Background: an optimization exercise with open tools, aiming at small area, a short achievable clock period and few clock cycles per item. Do not read the settings as production practice.
Only simulation tests tie the RTL to the original design; equivalence was not proved.

==> inputs of v20 <==
Design score_player, start of the top module:
module score_player (
    input  wire        clk,
    input  wire        rst,
    input  wire        start_valid,
    output wire        start_ready,
    input  wire [15:0] start_base,
    input  wire [15:0] start_len,
    output wire [15:0] mem_addr,
    input  wire [7:0]  mem_data,
    output wire        ev_valid,
    input  wire        ev_ready,
    output wire [1:0]  ev_kind,      
    output wire [2:0]  ev_fault,     
    output wire [15:0] ev_freq,
    output wire        ev_pre,
    output wire [15:0] ev_top,
    output wire [15:0] ev_duty,
    output wire [15:0] ev_timeout
);
export LEC_CHECK = 0
export CAP_MARGIN = 20
export CORE_MARGIN = 2
export CORE_UTILIZATION = 50
export SETUP_SLACK_MARGIN = 5
export SLEW_MARGIN = 20
create_clock -name core_clock -period 12.0 [get_ports {clk}]
run.sh (not shown) runs the stock make flow with config.mk's settings and CLKGATE_MAP_FILE= SYNTH_SCRIPT=/design/flow/synth_recipe.tcl, a recipe that flattens the netlist after the stock synthesis.
==> v10 (differences from v20) <==
--- a/flow/design.v
+++ b/flow/design.v
@@ -4,17 +4,16 @@
     input  wire        in_valid,
     output wire        in_ready,
     input  wire [1:0]  in_kind,      
     input  wire [2:0]  in_code,
     input  wire        in_silent,    
     input  wire [6:0]  in_off,       
     input  wire [3:0]  in_vol,
     input  wire [15:0] in_d,         
-    input  wire        in_lsb,       
     input  wire        in_stacc,
     input  wire        in_endf,      
     output reg         ev_valid,
     input  wire        ev_ready,
     output reg  [1:0]  ev_kind,
     output reg  [2:0]  ev_fault,
     output wire [15:0] ev_freq,
     output wire        ev_pre,
@@ -27,17 +26,16 @@
     reg [1:0]  r_ph;     
     reg [1:0]  r_kind;
     reg [2:0]  r_code;
     reg        r_sil;
     reg [6:0]  r_off;
     reg [3:0]  r_vol;
     reg [15:0] r_d;
     reg        r_st;
-    reg        r_lsb;
     reg        r_endf;
     reg [13:0] r_fhz;
     reg [13:0] in_fhz;
     always @* begin
         case (in_off)
             7'd0: in_fhz = 14'd41;
             7'd1: in_fhz = 14'd44;
             7'd2: in_fhz = 14'd46;
@@ -132,67 +130,55 @@
             7'd91: in_fhz = 14'd7898;
             7'd92: in_fhz = 14'd8371;
             7'd93: in_fhz = 14'd8870;
             7'd94: in_fhz = 14'd9395;
             7'd95: in_fhz = 14'd9958;
             default: in_fhz = 14'd0;
         endcase
     end
-    wire        r_rest2 = (r_kind == 2'd0) && r_st && ((|r_d[15:1]) || (r_d[0] && !r_lsb));
-    reg  [15:0] r_rest;
-    reg         cy_r;
-    integer     i;
-    always @* begin
-        cy_r = r_lsb;
-        for (i = 0; i < 16; i = i + 1) begin
-            r_rest[i] = r_d[i] ^ cy_r;  cy_r = cy_r & ~r_d[i];
-        end
-    end
+    wire [14:0] r_half  = r_d[15:1];
+    wire        r_rest2 = (r_kind == 2'd0) && r_st && (r_half != 15'd0);
     wire [1:0]  r_ph_n  = (r_ph == 2'd0 && r_rest2) ? 2'd1 :
                           (r_ph != 2'd2 && r_endf)  ? 2'd2 : 2'd3;
     wire        r_take  = adv && r_v && (r_ph_n == 2'd3);
     wire        r_free  = !r_v || r_take;
     assign in_ready = r_free;
     wire        sil_iss = (r_ph != 2'd0) || r_sil;
-    wire [15:0] d_byp   = (r_ph != 2'd0) ? r_rest : r_d;
-    wire [16:0] fx = {2'b00, r_fhz, 1'b0};
-    wire [29:0] row [0:8];
-    wire [7:0]  neg;
-    genvar j;
+    wire [15:0] d_mul   = r_st ? {1'b0, r_half} : r_d;
+    wire [13:0] f_eff   = sil_iss ? 14'd1 : r_fhz;
+    wire [13:0] f_extra = (r_st && r_d[0] && r_ph == 2'd0) ? f_eff : 14'd0;
+    wire [29:0] pp [0:14];
+    genvar g;
     generate
-        for (j = 0; j < 8; j = j + 1) begin : g_row
-            wire b0  = fx[2*j];
-            wire b1  = fx[2*j+1];
-            wire b2  = fx[2*j+2];
-            wire one = b1 ^ b0;
-            wire two = (b2 & ~b1 & ~b0) | (~b2 & b1 & b0);
-            assign neg[j] = b2 & ~(b1 & b0);
-            wire [16:0] pat = (({17{one}} & {1'b0, r_d}) | ({17{two}} & {r_d, 1'b0})) ^ {17{neg[j]}};
-            wire [31:0] r = {15'd0, ~neg[j], pat} << (2*j);
-            if (j == 0) begin : g_first
-                assign row[j] = r[29:0];
-            end else begin : g_next
-                assign row[j] = r[29:0] | ({29'd0, neg[j-1]} << (2*j-2));
-            end
+        for (g = 0; g < 14; g = g + 1) begin : g_pp
+            assign pp[g] = f_eff[g] ? ({14'd0, d_mul} << g) : 30'd0;
         end
     endgenerate
-    assign row[8] = (30'd2731 << 17) | ({29'd0, neg[7]} << 14);
-    wire [29:0] a1s0, a1c0, a1s1, a1c1, a1s2, a1c2;
-    tp_csa #(30) u_m10 (row[0], row[1], row[2], a1s0, a1c0);
-    tp_csa #(30) u_m11 (row[3], row[4], row[5], a1s1, a1c1);
-    tp_csa #(30) u_m12 (row[6], row[7], row[8], a1s2, a1c2);
-    wire [29:0] a2s0, a2c0, a2s1, a2c1;
-    tp_csa #(30) u_m20 (a1s0, a1c0, a1s1, a2s0, a2c0);
-    tp_csa #(30) u_m21 (a1c1, a1s2, a1c2, a2s1, a2c1);
-    wire [29:0] a3s0, a3c0;
-    tp_csa #(30) u_m30 (a2s0, a2c0, a2s1, a3s0, a3c0);
+    assign pp[14] = {16'd0, f_extra};
+    wire [29:0] a1s0, a1c0, a1s1, a1c1, a1s2, a1c2, a1s3, a1c3, a1s4, a1c4;
+    tp_csa #(30) u_a10 (pp[0],  pp[1],  pp[2],  a1s0, a1c0);
+    tp_csa #(30) u_a11 (pp[3],  pp[4],  pp[5],  a1s1, a1c1);
+    tp_csa #(30) u_a12 (pp[6],  pp[7],  pp[8],  a1s2, a1c2);
+    tp_csa #(30) u_a13 (pp[9],  pp[10], pp[11], a1s3, a1c3);
+    tp_csa #(30) u_a14 (pp[12], pp[13], pp[14], a1s4, a1c4);
+    wire [29:0] a2s0, a2c0, a2s1, a2c1, a2s2, a2c2;
+    tp_csa #(30) u_a20 (a1s0, a1c0, a1s1, a2s0, a2c0);
+    tp_csa #(30) u_a21 (a1c1, a1s2, a1c2, a2s1, a2c1);
+    tp_csa #(30) u_a22 (a1s3, a1c3, a1s4, a2s2, a2c2);
+    wire [29:0] a3s0, a3c0, a3s1, a3c1;
+    tp_csa #(30) u_a30 (a2s0, a2c0, a2s1, a3s0, a3c0);
+    tp_csa #(30) u_a31 (a2c1, a2s2, a2c2, a3s1, a3c1);
     wire [29:0] a4s0, a4c0;
-    tp_csa #(30) u_m40 (a3s0, a3c0, a2c1, a4s0, a4c0);
-    wire [29:0] prod = a4s0 + a4c0;
+    tp_csa #(30) u_a40 (a3s0, a3c0, a3s1, a4s0, a4c0);
+    wire [29:0] a5s0, a5c0;
+    tp_csa #(30) u_a50 (a4s0, a4c0, a3c1, a5s0, a5c0);
+    wire [29:0] a6s0, a6c0;
+    tp_csa #(30) u_a60 (a5s0, a5c0, a1c4, a6s0, a6c0);
+    wire [29:0] prod = a6s0 + a6c0;
     reg        x_v;
     reg [1:0]  x_kind;
     reg [2:0]  x_code;
     reg        x_sil;
     reg [6:0]  x_off;
     reg [3:0]  x_vol;
     reg [29:0] x_p;
     wire [15:0] h0 = x_p[25:10];
@@ -207,37 +193,29 @@
     wire        x_ovf = (|ph[13:10]) || ((&ph[9:5]) && (ph[4] || ph[3]));
     reg        y_v;
     reg [1:0]  y_kind;
     reg [2:0]  y_code;
     reg        y_sil;
     reg [6:0]  y_off;
     reg [3:0]  y_vol;
     reg        y_ovf;
-    reg [15:0] y_hs;     
+    reg [15:0] y_h0;     
+    reg [10:0] y_h1;
     reg [15:0] y_s2;
     wire [5:0]  h2 = y_s2[15:10];
     wire [10:0] s3 = {h2, 4'd0} + {1'b0, h2, 3'd0} + {1'b0, y_s2[9:0]};
     wire        h3 = s3[10];
     wire [10:0] s4 = {1'b0, s3[9:0]} + (h3 ? 11'd24 : 11'd0);
     wire        ge = s4[10] || ((&s4[9:5]) && (s4[4] || s4[3]));    
-    wire [15:0] tb0 = y_hs + {10'd0, h2};
-    reg  [15:0] tb1, tb2;
-    reg         cy1, cy2;
-    always @* begin
-        cy1 = 1'b1; cy2 = 1'b1;
-        tb2[0] = tb0[0];
-        for (i = 0; i < 16; i = i + 1) begin
-            tb1[i] = tb0[i] ^ cy1;  cy1 = cy1 & tb0[i];
-        end
-        for (i = 1; i < 16; i = i + 1) begin
-            tb2[i] = tb0[i] ^ cy2;  cy2 = cy2 & tb0[i];
-        end
-    end
-    wire [15:0] tmo = (h3 && ge) ? tb2 : (h3 || ge) ? tb1 : tb0;
+    wire [15:0] ta, tb;
+    wire [15:0] t3a, t3b;
+    tp_csa #(16) u_t1 (y_h0, {5'd0, y_h1}, {10'd0, h2}, t3a, t3b);
+    tp_csa #(16) u_t2 (t3a, t3b, {14'd0, h3 & ge, h3 ^ ge}, ta, tb);
+    wire [15:0] tmo = ta + tb;
     reg  [6:0]  ev_off;
     reg  [3:0]  ev_vol;
     reg         ev_sil;
     reg [32:0] rom;
     always @* begin
         case (ev_off)
             7'd0: rom = {16'd33180, 1'b1, 16'd24272};
             7'd1: rom = {16'd33205, 1'b1, 16'd22883};
@@ -359,32 +337,33 @@
             if (adv) begin
                 x_v <= r_v;
                 if (r_v) begin
                     x_kind <= (r_ph == 2'd2) ? 2'd1 : r_kind;
                     x_code <= r_code;
                     x_sil  <= sil_iss;
                     x_off  <= r_off;
                     x_vol  <= r_vol;
-                    x_p    <= sil_iss ? {14'd0, d_byp} : prod;
+                    x_p    <= prod;
                     if (r_ph_n == 2'd3) begin
                         r_v  <= 1'b0;
                         r_ph <= 2'd0;
                     end else
                         r_ph <= r_ph_n;
                 end
                 y_v <= x_v;
                 if (x_v) begin
                     y_kind <= x_kind;
                     y_code <= x_code;
                     y_sil  <= x_sil;
                     y_off  <= x_off;
                     y_vol  <= x_vol;
                     y_ovf  <= x_ovf && !x_sil;
-                    y_hs   <= x_sil ? x_p[15:0] : (h0 + {5'd0, h1});
+                    y_h0   <= x_sil ? x_p[15:0] : h0;
+                    y_h1   <= x_sil ? 11'd0 : h1;
                     y_s2   <= x_sil ? 16'd0 : s2;
                 end
                 ev_valid <= y_v && !dead;
                 if (y_v && !dead) begin
                     if (y_kind == 2'd0 && y_ovf) begin
                         ev_kind  <= 2'd2;
                         ev_fault <= 3'd4;
                         dead     <= 1'b1;
@@ -406,17 +385,16 @@
                 r_kind <= in_kind;
                 r_code <= in_code;
                 r_sil  <= in_silent;
                 r_off  <= in_off;
                 r_fhz  <= in_fhz;
                 r_vol  <= in_vol;
                 r_d    <= in_d;
                 r_st   <= in_stacc;
-                r_lsb  <= in_lsb;
             end
         end
     end
 endmodule
 module tp_csa #(parameter W = 16) (
     input  wire [W-1:0] a,
     input  wire [W-1:0] b,
     input  wire [W-1:0] c,
@@ -587,18 +565,16 @@
     wire [6:0]  n_off = idx_m16[21] ? 7'd0 :
                         ((|idx_m16[20:7]) || ix_hi) ? 7'd95 : idx_m16[6:0];
     wire        rec_ready;
     reg         push;
     reg  [1:0]  r_kind;
     reg  [2:0]  r_code;
     reg  [15:0] r_d;
     reg         r_endf;
-    wire [16:0] r_d1 = {1'b0, r_d} + 17'd1;
-    wire [15:0] r_dn = stacc ? r_d1[16:1] : r_d;
     reg [3:0]  pst_n;
     reg [15:0] addr_n, rem_n;
     reg [15:0] octave_n;
     reg [15:0] nt_n, whole_n, dur_n;
     reg [3:0]  vol_n;
     reg        stacc_n;
     reg [17:0] tmp_n, acc_n;
     reg        is_rest_n;
@@ -885,18 +861,17 @@
         .rst       (rst),
         .in_valid  (push),
         .in_ready  (rec_ready),
         .in_kind   (r_kind),
         .in_code   (r_code),
         .in_silent (is_rest || vol == 4'd0),
         .in_off    (n_off),
         .in_vol    (vol),
-        .in_d      (r_dn),
-        .in_lsb    (r_d[0]),
+        .in_d      (r_d),
         .in_stacc  (stacc),
         .in_endf   (r_endf),
         .ev_valid  (ev_valid),
         .ev_ready  (ev_ready),
         .ev_kind   (ev_kind),
         .ev_fault  (ev_fault),
         .ev_freq   (ev_freq),
         .ev_pre    (ev_pre),
- CORE_UTILIZATION: 50 -> 40
==> metrics.md <==
| Metric | Value |
|---|---|
| Result of the run | `no timing/DRC/antenna violations` |
| Worst Hold Slack | `just over 0.4 ns` |
| Simple-gate portion of the synthesized area | `between 10% and 20%` |
| Area share of the leading cell type in the synthesized netlist | `21.4%` |
| Critical path's slowest cell | `clkdlybuf4s50_1` |
| # fillers | `10.3k` |
| CP Launch Point | `mem_data[0]` |
| Met2 Resource Use GR | `43.3%` |
| Commonest non-fill, non-tap cells in the layout | `nor2_1 (574), nand2_1 (446), inv_1 (398)` |
| Row count | `around 120` |
| Area occupied by registers | `11500 µm²` |
| Count of placed standard cells in the final layout, fillers left out | `between 6k and 7k` |
| Inserted tap cell count | `approximately 1.4k` |
| Layout cell share with drive strength beyond 1 | `9.67%` |
| Portion of netlist area occupied by mux cells | `3.78%` |
| Share of synthesized cell area in full adder, half adder and majority cells | `20.7%` |
| Met3 wire length | `17.5 mm` |
| Slack of the worst reg-to-reg path | `5.12 ns` |
# the run above: v10

==> metrics.md <==
| Metric | Value |
|---|---|
| # fillers | `8033` |
| Area share of the leading cell type in the synthesized netlist | `20.6%` |
| Met3 wire length | `18.1 mm` |
| Result of the run | `no timing/DRC/antenna violations` |
| Inserted tap cell count | `1144` |
| Most common cell after layout, fill and taps aside | `nand2_1` |
| Least setup slack across all paths after layout | `5.06 ns` |
| Share of synthesized cell area in full adder, half adder and majority cells | `16.5%` |
| Slack of the worst reg-to-reg path | `around 5.2 ns` |
| Row count | `107` |
| Area occupied by registers | `between 10000 and 15000 µm²` |
| Met2 Resource Use GR | `57.7%` |
| Simple-gate portion of the synthesized area | `17.3%` |
| Portion of netlist area occupied by mux cells | `roughly 3%` |
| CP Launch Point | `mem_data[7]` |
| Commonest non-fill, non-tap cells in the layout | `nand2_1 (521), nor2_1 (499), a21oi_1 (416)` |
# the run above: v20

Testbench counts of v20, summed over its fixed seeds: cycles 15,113, events 6,327.
Testbench counts of v10, summed over its fixed seeds: cycles 15,113, events 6,327.

## afterwards: timing with drivers on the ports
No port has a modelled driver above. Below, the same layouts with a new extraction and two added sets of constraints.
Step 1: set_driving_cell puts a clkbuf_16 on clk and a buf_2 on each other input, an assumption about the parent block.
Step 2 moves the port delays by t, midway between the first and last clock arrival at a register: inputs arrive t later, outputs are due t later. That takes back most of the time a late clock gives input paths.
Slacks: ideal / step 1 / step 2; pairs: ideal / step 1.
run	t (ns)	setup WS [ns]	worst data-port slew with drivers (ns)
v20	0.709	5.058 / 4.963 / 4.254	0.18
v10	0.698	5.026 / 5.073 / 4.375	0.06
After both steps setup and hold are still met in every run listed. For v20, which loses most, drivers alone change the setup slack by -0.095 ns; drivers and shift together by -0.804 ns.
